This design comes from an exercise in tuning for small area, a short achievable clock period and few clock cycles on the open sky130 flow, not from production work. Where RTL was checked, it was by simulation tests only, not by an equivalence proof against the original.

==> inputs of 01-03 <==
==> flow/design.v <==
module sonpe_sha256 (
    input  wire         clk,
    input  wire         ld,        
    input  wire [31:0]  kn,        
    input  wire         sched,     
    input  wire [31:0]  wsrc,      
    input  wire [31:0]  a1,        
    input  wire [31:0]  e1,        
    output wire [31:0]  w0,        
    output wire [255:0] st         
);
    localparam [255:0] IV = {
        32'h6a09e667, 32'hbb67ae85, 32'h3c6ef372, 32'ha54ff53a,
        32'h510e527f, 32'h9b05688c, 32'h1f83d9ab, 32'h5be0cd19
    };
    reg  [31:0] a, b, c, d, e, f, g, h;
    reg  [31:0] hkw;
    reg  [31:0] w [0:15];
    assign st = {a, b, c, d, e, f, g, h};
    assign w0 = w[14];
    wire [31:0] big_s0 = {a[1:0], a[31:2]} ^ {a[12:0], a[31:13]} ^ {a[21:0], a[31:22]};
    wire [31:0] big_s1 = {e[5:0], e[31:6]} ^ {e[10:0], e[31:11]} ^ {e[24:0], e[31:25]};
    wire [31:0] ch     = (e & f) ^ (~e & g);
    wire [31:0] maj    = (a & b) ^ (a & c) ^ (b & c);
    function [63:0] csa;
        input [31:0] x, y, z;
        begin
            csa[31:0]  = x ^ y ^ z;
            csa[63:32] = {(x[30:0] & y[30:0]) | (x[30:0] & z[30:0]) |
                          (y[30:0] & z[30:0]), 1'b0};
        end
    endfunction
    wire [63:0] cs1    = csa(hkw, big_s1, ch);
    wire [63:0] cs2    = csa(cs1[31:0], cs1[63:32], big_s0);
    wire [63:0] cs3    = csa(cs2[31:0], cs2[63:32], maj);
    wire [63:0] cs4    = csa(cs1[31:0], cs1[63:32], d);
    wire [31:0] a_n, e_n;
    sonpe_add32 u_adda (.x(cs3[31:0]), .y(cs3[63:32]), .s(a_n));
    sonpe_add32 u_adde (.x(cs4[31:0]), .y(cs4[63:32]), .s(e_n));
    wire [31:0] sm_s0  = {w[1][6:0], w[1][31:7]} ^ {w[1][17:0], w[1][31:18]} ^ (w[1] >> 3);
    wire [31:0] sm_s1  = {w[14][16:0], w[14][31:17]} ^ {w[14][18:0], w[14][31:19]} ^ (w[14] >> 10);
    wire [63:0] ws1    = csa(w[9], w[0], sm_s0);
    wire [63:0] ws2    = csa(ws1[31:0], ws1[63:32], sm_s1);
    wire [31:0] w_next;
    sonpe_add32 u_addw (.x(ws2[31:0]), .y(ws2[63:32]), .s(w_next));
    wire [31:0] h_nx   = ld ? IV[63:32] : g;    
    wire [63:0] hk     = csa(h_nx, kn, w[15]);
    wire [31:0] hkw_n;
    sonpe_add32 u_addh (.x(hk[31:0]), .y(hk[63:32]), .s(hkw_n));
    integer i;
    always @(posedge clk) begin
        for (i = 0; i < 15; i = i + 1)
            w[i] <= w[i+1];
        w[15] <= sched ? w_next : wsrc;
        hkw   <= hkw_n;
        if (ld) begin
            a <= a1;            b <= IV[255:224];
            c <= IV[223:192];   d <= IV[191:160];
            e <= e1;            f <= IV[127:96];
            g <= IV[95:64];     h <= IV[63:32];
        end else begin
            h <= g;
            g <= f;
            f <= e;
            e <= e_n;
            d <= c;
            c <= b;
            b <= a;
            a <= a_n;
        end
    end
endmodule
module sonpe_add32 (
    input  wire [31:0] x,
    input  wire [31:0] y,
    output wire [31:0] s
);
    assign s = x + y;
endmodule
module sonpe (
    input  wire         clk,
    input  wire         rst,           
    input  wire         start,
    input  wire [255:0] seed,          
    input  wire [63:0]  index,
    input  wire [63:0]  list_size,
    output wire         ready,
    output reg          done,
    output reg  [1:0]   err,           
    output wire [63:0]  result
);
    localparam [1:0] S_IDLE = 2'd0, S_CHECK = 2'd1, S_CHECK2 = 2'd3, S_RUN = 2'd2;
    localparam [31:0] IV0 = 32'h6a09e667, IV1 = 32'hbb67ae85, IV2 = 32'h3c6ef372,
                      IV3 = 32'ha54ff53a, IV4 = 32'h510e527f, IV5 = 32'h9b05688c,
                      IV6 = 32'h1f83d9ab, IV7 = 32'h5be0cd19;
    localparam [31:0] CA = 32'hfc08884d, CE = 32'h98c7e2a2;
    reg  [1:0]   state;
    reg          rdy;
    reg  [5:0]   t;            
    reg  [6:0]   k;            
    reg  [31:0]  ring [0:7];   
    reg  [39:0]  widx;         
    reg  [40:0]  n;
    reg  [39:0]  f;            
    reg          bor;
    reg          gt;           
    reg          hgt, heq;     
    reg          lbig;         
    reg  [64:0]  dv;           
    reg  [39:0]  rem;          
    reg  [31:0]  swq;          
    reg  [7:0]   psel;         
    reg          sbit;         
    reg          ef_lo, ef_big;
    wire         ef_idx = hgt || (heq && !ef_lo);
    reg          d0, d1, d2, d3, d4, d5, d6, d7, d13, d63, dseed, dsch;
    assign ready  = rdy;
    assign result = {24'd0, widx};
    wire [39:0]  pos = gt ? f : widx;
    wire [5:0]   tn = (state == S_CHECK) ? 6'd62 : t + 6'd1;
    reg  [5:0]  u;
    reg  [31:0] kn, kt;
    always @(*) begin
        case (u)
            6'd0: kt = 32'h71374491;
            6'd1: kt = 32'hb5c0fbcf;
            6'd2: kt = 32'he9b5dba5;
            6'd3: kt = 32'h3956c25b;
            6'd4: kt = 32'h59f111f1;
            6'd5: kt = 32'h923f82a4;
            6'd6: kt = 32'hab1c5ed5;
            6'd7: kt = 32'hd807aa98;
            6'd8: kt = 32'h12835b01;
            6'd9: kt = 32'h243185be;
            6'd10: kt = 32'h550c7dc3;
            6'd11: kt = 32'h72be5d74;
            6'd12: kt = 32'h80deb1fe;
            6'd13: kt = 32'h9bdc06a7;
            6'd14: kt = 32'hc19bf174;
            6'd15: kt = 32'he49b69c1;
            6'd16: kt = 32'hefbe4786;
            6'd17: kt = 32'h0fc19dc6;
            6'd18: kt = 32'h240ca1cc;
            6'd19: kt = 32'h2de92c6f;
            6'd20: kt = 32'h4a7484aa;
            6'd21: kt = 32'h5cb0a9dc;
            6'd22: kt = 32'h76f988da;
            6'd23: kt = 32'h983e5152;
            6'd24: kt = 32'ha831c66d;
            6'd25: kt = 32'hb00327c8;
            6'd26: kt = 32'hbf597fc7;
            6'd27: kt = 32'hc6e00bf3;
            6'd28: kt = 32'hd5a79147;
            6'd29: kt = 32'h06ca6351;
            6'd30: kt = 32'h14292967;
            6'd31: kt = 32'h27b70a85;
            6'd32: kt = 32'h2e1b2138;
            6'd33: kt = 32'h4d2c6dfc;
            6'd34: kt = 32'h53380d13;
            6'd35: kt = 32'h650a7354;
            6'd36: kt = 32'h766a0abb;
            6'd37: kt = 32'h81c2c92e;
            6'd38: kt = 32'h92722c85;
            6'd39: kt = 32'ha2bfe8a1;
            6'd40: kt = 32'ha81a664b;
            6'd41: kt = 32'hc24b8b70;
            6'd42: kt = 32'hc76c51a3;
            6'd43: kt = 32'hd192e819;
            6'd44: kt = 32'hd6990624;
            6'd45: kt = 32'hf40e3585;
            6'd46: kt = 32'h106aa070;
            6'd47: kt = 32'h19a4c116;
            6'd48: kt = 32'h1e376c08;
            6'd49: kt = 32'h2748774c;
            6'd50: kt = 32'h34b0bcb5;
            6'd51: kt = 32'h391c0cb3;
            6'd52: kt = 32'h4ed8aa4a;
            6'd53: kt = 32'h5b9cca4f;
            6'd54: kt = 32'h682e6ff3;
            6'd55: kt = 32'h748f82ee;
            6'd56: kt = 32'h78a5636f;
            6'd57: kt = 32'h84c87814;
            6'd58: kt = 32'h8cc70208;
            6'd59: kt = 32'h90befffa;
            6'd60: kt = 32'ha4506ceb;
            6'd61: kt = 32'hbef9a3f7;
            6'd62: kt = 32'hc67178f2;
            6'd63: kt = 32'h428a2f98;
            default: kt = 32'h428a2f98;
        endcase
    end
    wire [6:0]  rs = k - 7'd2;
    reg  [31:0] msg_p, msg_s;
    always @(*) begin
        msg_p = 32'd0;
        msg_s = 32'd0;
        if (dseed) begin
            msg_p = ring[0];
            msg_s = ring[0];
        end else if (d6) begin
            msg_p = {1'b0, k, 8'h80, 16'h0000};
            msg_s = {1'b0, rs, pos[15:8], pos[23:16], pos[31:24]};
        end else if (d7) begin
            msg_s = {pos[39:32], 8'h80, 16'h0000};
        end else if (d13) begin
            msg_p = 32'h00000108;
            msg_s = 32'h00000128;
        end
    end
    wire [31:0]  w0_p, w0_s;
    wire [255:0] st_p, st_s;
    wire [31:0]  a1 = ring[6] + CA;
    wire [31:0]  e1 = ring[6] + CE;
    sonpe_sha256 u_piv (
        .clk(clk), .ld(d0), .kn(kn), .sched(dsch), .wsrc(msg_p),
        .a1(a1), .e1(e1), .w0(w0_p), .st(st_p)
    );
    sonpe_sha256 u_src (
        .clk(clk), .ld(d0), .kn(kn), .sched(dsch), .wsrc(msg_s),
        .a1(a1), .e1(e1), .w0(w0_s), .st(st_s)
    );
    wire [31:0] h0 = st_p[255:224] + IV0;
    wire [31:0] h1 = st_p[223:192] + IV1;
    wire [63:0] dig_le = {h1[7:0], h1[15:8], h1[23:16], h1[31:24],
                          h0[7:0], h0[15:8], h0[23:16], h0[31:24]};
    wire [39:0] rin   = d2 ? 40'd0 : rem;
    wire [40:0] rsh   = {rin, dv[64]};
    wire [41:0] rdif  = {1'b0, rsh} - {1'b0, n};
    reg  [31:0] sw, siv;
    always @(*) begin
        case (psel[7:5])
            3'd0: begin sw = st_s[255:224]; siv = IV0; end
            3'd1: begin sw = st_s[223:192]; siv = IV1; end
            3'd2: begin sw = st_s[191:160]; siv = IV2; end
            3'd3: begin sw = st_s[159:128]; siv = IV3; end
            3'd4: begin sw = st_s[127:96];  siv = IV4; end
            3'd5: begin sw = st_s[95:64];   siv = IV5; end
            3'd6: begin sw = st_s[63:32];   siv = IV6; end
            default: begin sw = st_s[31:0]; siv = IV7; end
        endcase
    end
    wire [31:0] ssum    = swq + siv;
    wire        src_bit = ssum[{~psel[4:3], psel[2:0]}];
    wire        chk   = (state == S_CHECK);
    wire [39:0] wsel  = sbit ? f : widx;
    wire [39:0] alu_a = chk ? n[39:0] : (d2 ? rem : f);
    wire [39:0] alu_b = (d3 && !chk) ? (n[39:0] & {40{bor}})
                                     : ~((d2 && sbit && !chk) ? f : widx);
    wire [40:0] alu_s = {1'b0, alu_a} + {1'b0, alu_b} + {40'd0, d2 && !chk};
    wire        e_big = lbig || (n[40] && (|n[39:0]));
    integer j;
    always @(posedge clk) begin
        t     <= tn;
        d0    <= (tn == 6'd0);
        d1    <= (tn == 6'd1);
        d2    <= (tn == 6'd2);
        d3    <= (tn == 6'd3);
        d4    <= (tn == 6'd4);
        d5    <= (tn == 6'd5);
        d6    <= (tn == 6'd6);
        d7    <= (tn == 6'd7);
        d13   <= (tn == 6'd13);
        d63   <= (tn == 6'd63);
        dseed <= (tn >= 6'd62) || (tn <= 6'd5);
        dsch  <= (tn >= 6'd14) && (tn <= 6'd61);
        u  <= (state == S_CHECK) ? 6'd63 : u + 6'd1;
        kn <= kt;
        if (state == S_CHECK)
            k <= 7'h7f;
        else if (d63)
            k <= k + 7'd1;
        for (j = 0; j < 8; j = j + 1)
            ring[j] <= ring[(j + 1) % 8];
        dv  <= d0 ? {dv[63], dig_le} : {dv[63:0], 1'b0};
        swq <= sw;
        rem <= rdif[41] ? rsh[39:0] : rdif[39:0];
        if (d2)
            {bor, f} <= {~alu_s[40], alu_s[39:0]};
        if (d3)
            f <= alu_s[39:0];
        if (d4)
            gt <= alu_s[40];
        if (d5)
            psel <= pos[7:0];
        if (d1)
            sbit <= src_bit && (k >= 7'd3);
        ef_lo  <= alu_s[40];
        ef_big <= e_big;
        if (state == S_IDLE) begin
            for (j = 0; j < 8; j = j + 1)
                ring[(j + 1) % 8] <= {seed[32*j +: 8], seed[32*j+8 +: 8],
                                      seed[32*j+16 +: 8], seed[32*j+24 +: 8]};
            widx <= index[39:0];
            n    <= list_size[40:0];
            hgt  <= index[63:40] > list_size[63:40];
            heq  <= index[63:40] == list_size[63:40];
            lbig <= |list_size[63:41];
        end
        if (rst) begin
            state <= S_IDLE;
            rdy   <= 1'b1;
            done  <= 1'b0;
        end else begin
            done <= 1'b0;
            case (state)
                S_IDLE: if (start) begin
                    rdy   <= 1'b0;
                    state <= S_CHECK;
                end
                S_CHECK: state <= S_CHECK2;
                S_CHECK2: begin
                    if (ef_idx || ef_big) begin
                        err   <= ef_idx ? 2'd1 : 2'd2;
                        widx  <= 40'd0;
                        done  <= 1'b1;
                        rdy   <= 1'b1;
                        state <= S_IDLE;
                    end else begin
                        state <= S_RUN;
                    end
                end
                S_RUN: if (d2) begin
                    widx <= wsel;
                    if (k == 7'd92) begin
                        err   <= 2'd0;
                        done  <= 1'b1;
                        rdy   <= 1'b1;
                        state <= S_IDLE;
                    end
                end
                default: state <= S_IDLE;
            endcase
        end
    end
endmodule
==> flow/run.sh <==
#!/bin/bash
# synth_recipe.tcl (not shown) runs the flow's synth.tcl, then flattens the netlist and writes it again
# the make line also repeats each setting of config.mk as NAME=value (left out here)
make -C /OpenROAD-flow-scripts/flow DESIGN_CONFIG=/design/flow/config.mk WORK_HOME=/design/flow/orfs CLKGATE_MAP_FILE= SYNTH_SCRIPT=/design/flow/synth_recipe.tcl finish
==> flow/config.mk <==
export PLATFORM = sky130hd
export DESIGN_NAME = sonpe
export DESIGN_NICKNAME = sonpe
export VERILOG_FILES = /design/flow/design.v
export SDC_FILE = /design/flow/constraint.sdc
export NUM_CORES = 4
export LEC_CHECK = 0
export CAP_MARGIN = 20
export CORE_MARGIN = 2
export CORE_UTILIZATION = 55
export CTS_BUF_LIST = sky130_fd_sc_hd__clkbuf_8
export PLACE_DENSITY = 0.65
export SETUP_SLACK_MARGIN = 5
export SLEW_MARGIN = 20
export SYNTH_HIERARCHICAL = 1
==> flow/constraint.sdc <==
create_clock -name core_clock -period 10.0 [get_ports {clk}]
set_input_delay 2.0000 -clock core_clock [delete_from_list [all_inputs] [get_ports {clk}]]
set_output_delay 2.0000 -clock core_clock [all_outputs]
set_load 0.01 [all_outputs]
==> 06-23: changes against 01-03 <==
--- a/flow/design.v
+++ b/flow/design.v
@@ -1,27 +1,30 @@
 module sonpe_sha256 (
     input  wire         clk,
-    input  wire         ld,        
+    input  wire         l63,       
     input  wire [31:0]  kn,        
     input  wire         sched,     
     input  wire [31:0]  wsrc,      
-    input  wire [31:0]  a1,        
-    input  wire [31:0]  e1,        
     output wire [31:0]  w0,        
     output wire [255:0] st         
 );
+    localparam [31:0] CA = 32'hfc08884d, CE = 32'h98c7e2a2, K0 = 32'h428a2f98;
     localparam [255:0] IV = {
         32'h6a09e667, 32'hbb67ae85, 32'h3c6ef372, 32'ha54ff53a,
         32'h510e527f, 32'h9b05688c, 32'h1f83d9ab, 32'h5be0cd19
     };
     reg  [31:0] a, b, c, d, e, f, g, h;
     reg  [31:0] hkw;
+    reg         ld;        
     reg  [31:0] w [0:15];
     assign st = {a, b, c, d, e, f, g, h};
     assign w0 = w[14];
-    wire [31:0] big_s0 = {a[1:0], a[31:2]} ^ {a[12:0], a[31:13]} ^ {a[21:0], a[31:22]};
-    wire [31:0] big_s1 = {e[5:0], e[31:6]} ^ {e[10:0], e[31:11]} ^ {e[24:0], e[31:25]};
-    wire [31:0] ch     = (e & f) ^ (~e & g);
-    wire [31:0] maj    = (a & b) ^ (a & c) ^ (b & c);
+    wire [31:0] big_s0 = ({a[1:0], a[31:2]} ^ {a[12:0], a[31:13]} ^ {a[21:0], a[31:22]})
+                         & {32{~ld}};
+    wire [31:0] big_s1 = ({e[5:0], e[31:6]} ^ {e[10:0], e[31:11]} ^ {e[24:0], e[31:25]})
+                         & {32{~ld}};
+    wire [31:0] ch     = ((e & f) | (~e & g)) & {32{~ld}};
+    wire [31:0] maj    = ((a & b) | (a & c) | (b & c)) & {32{~ld}};
+    wire [31:0] dd     = ld ? (CE - CA) : d;
     function [63:0] csa;
         input [31:0] x, y, z;
         begin
@@ -33,7 +36,7 @@
     wire [63:0] cs1    = csa(hkw, big_s1, ch);
     wire [63:0] cs2    = csa(cs1[31:0], cs1[63:32], big_s0);
     wire [63:0] cs3    = csa(cs2[31:0], cs2[63:32], maj);
-    wire [63:0] cs4    = csa(cs1[31:0], cs1[63:32], d);
+    wire [63:0] cs4    = csa(cs1[31:0], cs1[63:32], dd);
     wire [31:0] a_n, e_n;
     sonpe_add32 u_adda (.x(cs3[31:0]), .y(cs3[63:32]), .s(a_n));
     sonpe_add32 u_adde (.x(cs4[31:0]), .y(cs4[63:32]), .s(e_n));
@@ -43,7 +46,7 @@
     wire [63:0] ws2    = csa(ws1[31:0], ws1[63:32], sm_s1);
     wire [31:0] w_next;
     sonpe_add32 u_addw (.x(ws2[31:0]), .y(ws2[63:32]), .s(w_next));
-    wire [31:0] h_nx   = ld ? IV[63:32] : g;    
+    wire [31:0] h_nx   = ld ? IV[63:32] : (l63 ? (CA - K0) : g);
     wire [63:0] hk     = csa(h_nx, kn, w[15]);
     wire [31:0] hkw_n;
     sonpe_add32 u_addh (.x(hk[31:0]), .y(hk[63:32]), .s(hkw_n));
@@ -53,20 +56,19 @@
             w[i] <= w[i+1];
         w[15] <= sched ? w_next : wsrc;
         hkw   <= hkw_n;
+        ld <= l63;
+        a <= a_n;
+        e <= e_n;
         if (ld) begin
-            a <= a1;            b <= IV[255:224];
-            c <= IV[223:192];   d <= IV[191:160];
-            e <= e1;            f <= IV[127:96];
-            g <= IV[95:64];     h <= IV[63:32];
+            b <= IV[255:224];   c <= IV[223:192];   d <= IV[191:160];
+            f <= IV[127:96];    g <= IV[95:64];     h <= IV[63:32];
         end else begin
             h <= g;
             g <= f;
             f <= e;
-            e <= e_n;
             d <= c;
             c <= b;
             b <= a;
-            a <= a_n;
         end
     end
 endmodule
@@ -93,7 +95,6 @@
     localparam [31:0] IV0 = 32'h6a09e667, IV1 = 32'hbb67ae85, IV2 = 32'h3c6ef372,
                       IV3 = 32'ha54ff53a, IV4 = 32'h510e527f, IV5 = 32'h9b05688c,
                       IV6 = 32'h1f83d9ab, IV7 = 32'h5be0cd19;
-    localparam [31:0] CA = 32'hfc08884d, CE = 32'h98c7e2a2;
     reg  [1:0]   state;
     reg          rdy;
     reg  [5:0]   t;            
@@ -113,7 +114,7 @@
     reg          sbit;         
     reg          ef_lo, ef_big;
     wire         ef_idx = hgt || (heq && !ef_lo);
-    reg          d0, d1, d2, d3, d4, d5, d6, d7, d13, d63, dseed, dsch;
+    reg          d0, d1, d2, d3, d4, d5, d6, d7, d13, d61, d62, d63, dseed, dsch;
     assign ready  = rdy;
     assign result = {24'd0, widx};
     wire [39:0]  pos = gt ? f : widx;
@@ -209,15 +210,13 @@
     end
     wire [31:0]  w0_p, w0_s;
     wire [255:0] st_p, st_s;
-    wire [31:0]  a1 = ring[6] + CA;
-    wire [31:0]  e1 = ring[6] + CE;
     sonpe_sha256 u_piv (
-        .clk(clk), .ld(d0), .kn(kn), .sched(dsch), .wsrc(msg_p),
-        .a1(a1), .e1(e1), .w0(w0_p), .st(st_p)
+        .clk(clk), .l63(d63), .kn(kn), .sched(dsch), .wsrc(msg_p),
+        .w0(w0_p), .st(st_p)
     );
     sonpe_sha256 u_src (
-        .clk(clk), .ld(d0), .kn(kn), .sched(dsch), .wsrc(msg_s),
-        .a1(a1), .e1(e1), .w0(w0_s), .st(st_s)
+        .clk(clk), .l63(d63), .kn(kn), .sched(dsch), .wsrc(msg_s),
+        .w0(w0_s), .st(st_s)
     );
     wire [31:0] h0 = st_p[255:224] + IV0;
     wire [31:0] h1 = st_p[223:192] + IV1;
@@ -226,19 +225,23 @@
     wire [39:0] rin   = d2 ? 40'd0 : rem;
     wire [40:0] rsh   = {rin, dv[64]};
     wire [41:0] rdif  = {1'b0, rsh} - {1'b0, n};
-    reg  [31:0] sw, siv;
+    reg  [31:0] siv;
     always @(*) begin
         case (psel[7:5])
-            3'd0: begin sw = st_s[255:224]; siv = IV0; end
-            3'd1: begin sw = st_s[223:192]; siv = IV1; end
-            3'd2: begin sw = st_s[191:160]; siv = IV2; end
-            3'd3: begin sw = st_s[159:128]; siv = IV3; end
-            3'd4: begin sw = st_s[127:96];  siv = IV4; end
-            3'd5: begin sw = st_s[95:64];   siv = IV5; end
-            3'd6: begin sw = st_s[63:32];   siv = IV6; end
-            default: begin sw = st_s[31:0]; siv = IV7; end
+            3'd0: siv = IV0;
+            3'd1: siv = IV1;
+            3'd2: siv = IV2;
+            3'd3: siv = IV3;
+            3'd4: siv = IV4;
+            3'd5: siv = IV5;
+            3'd6: siv = IV6;
+            default: siv = IV7;
         endcase
     end
+    wire        sw_en = (psel[6:5] == 2'd0) ? d0 :
+                        (psel[6:5] == 2'd1) ? d63 :
+                        (psel[6:5] == 2'd2) ? d62 : d61;
+    wire [31:0] sw    = psel[7] ? st_s[127:96] : st_s[255:224];
     wire [31:0] ssum    = swq + siv;
     wire        src_bit = ssum[{~psel[4:3], psel[2:0]}];
     wire        chk   = (state == S_CHECK);
@@ -260,6 +263,8 @@
         d6    <= (tn == 6'd6);
         d7    <= (tn == 6'd7);
         d13   <= (tn == 6'd13);
+        d61   <= (tn == 6'd61);
+        d62   <= (tn == 6'd62);
         d63   <= (tn == 6'd63);
         dseed <= (tn >= 6'd62) || (tn <= 6'd5);
         dsch  <= (tn >= 6'd14) && (tn <= 6'd61);
@@ -272,7 +277,8 @@
         for (j = 0; j < 8; j = j + 1)
             ring[j] <= ring[(j + 1) % 8];
         dv  <= d0 ? {dv[63], dig_le} : {dv[63:0], 1'b0};
-        swq <= sw;
+        if (sw_en)
+            swq <= sw;
         rem <= rdif[41] ? rsh[39:0] : rdif[39:0];
         if (d2)
             {bor, f} <= {~alu_s[40], alu_s[39:0]};
- CORE_UTILIZATION: 55 -> 40
- CTS_BUF_LIST: sky130_fd_sc_hd__clkbuf_8 -> default
- PLACE_DENSITY: 0.65 -> default
==> results.txt <==
Count of vias placed by the detailed router: 01-03 75390; 06-23 70960
Count of buffers added by post-CTS timing repair for setup: 01-03 7; 06-23 2
Multi-input combinational cell count: 01-03 6522; 06-23 6476
Detailed Route Iter0 Violations: 01-03 7587; 06-23 6428
Cts bufs inserted: 01-03 354; 06-23 219
Result of the run: 01-03 complete, no violations; 06-23 complete, no violations
Final Cell Area: 01-03 117400 um2; 06-23 115700 um2
Clock buf/inv share: 01-03 6.170%; 06-23 6.731%
Testbench counts of 06-23, summed over its fixed seeds: cycles 141,484.
For 01-03, only the layout was checked, not whether the RTL still works.

[port drivers added, routing unchanged]
In the flow no input, the clock included, has a driving cell. The finished layouts below were timed again as built, in two steps. Step 1: set_driving_cell puts a clkbuf_16 on clk and a buf_2 on each other input, an assumption about the parent block. Step 2 also shifts input and output timing later by t, the mid clock arrival at the registers, as if the neighbouring blocks saw the same clock. Three values: ideal, step 1, step 2; two values: the first two.
run | t, ns | setup WS [ns] | worst slew at a driven data input, ns | cell pins on the clock port's net
01-03 | 1.169 | 5.017 / 5.017 / 5.017 | 0.16 | 1
06-23 | 0.964 | 5.142 / 5.142 / 5.142 | 0.17 | 1
After both steps setup and hold are still met in every run listed.
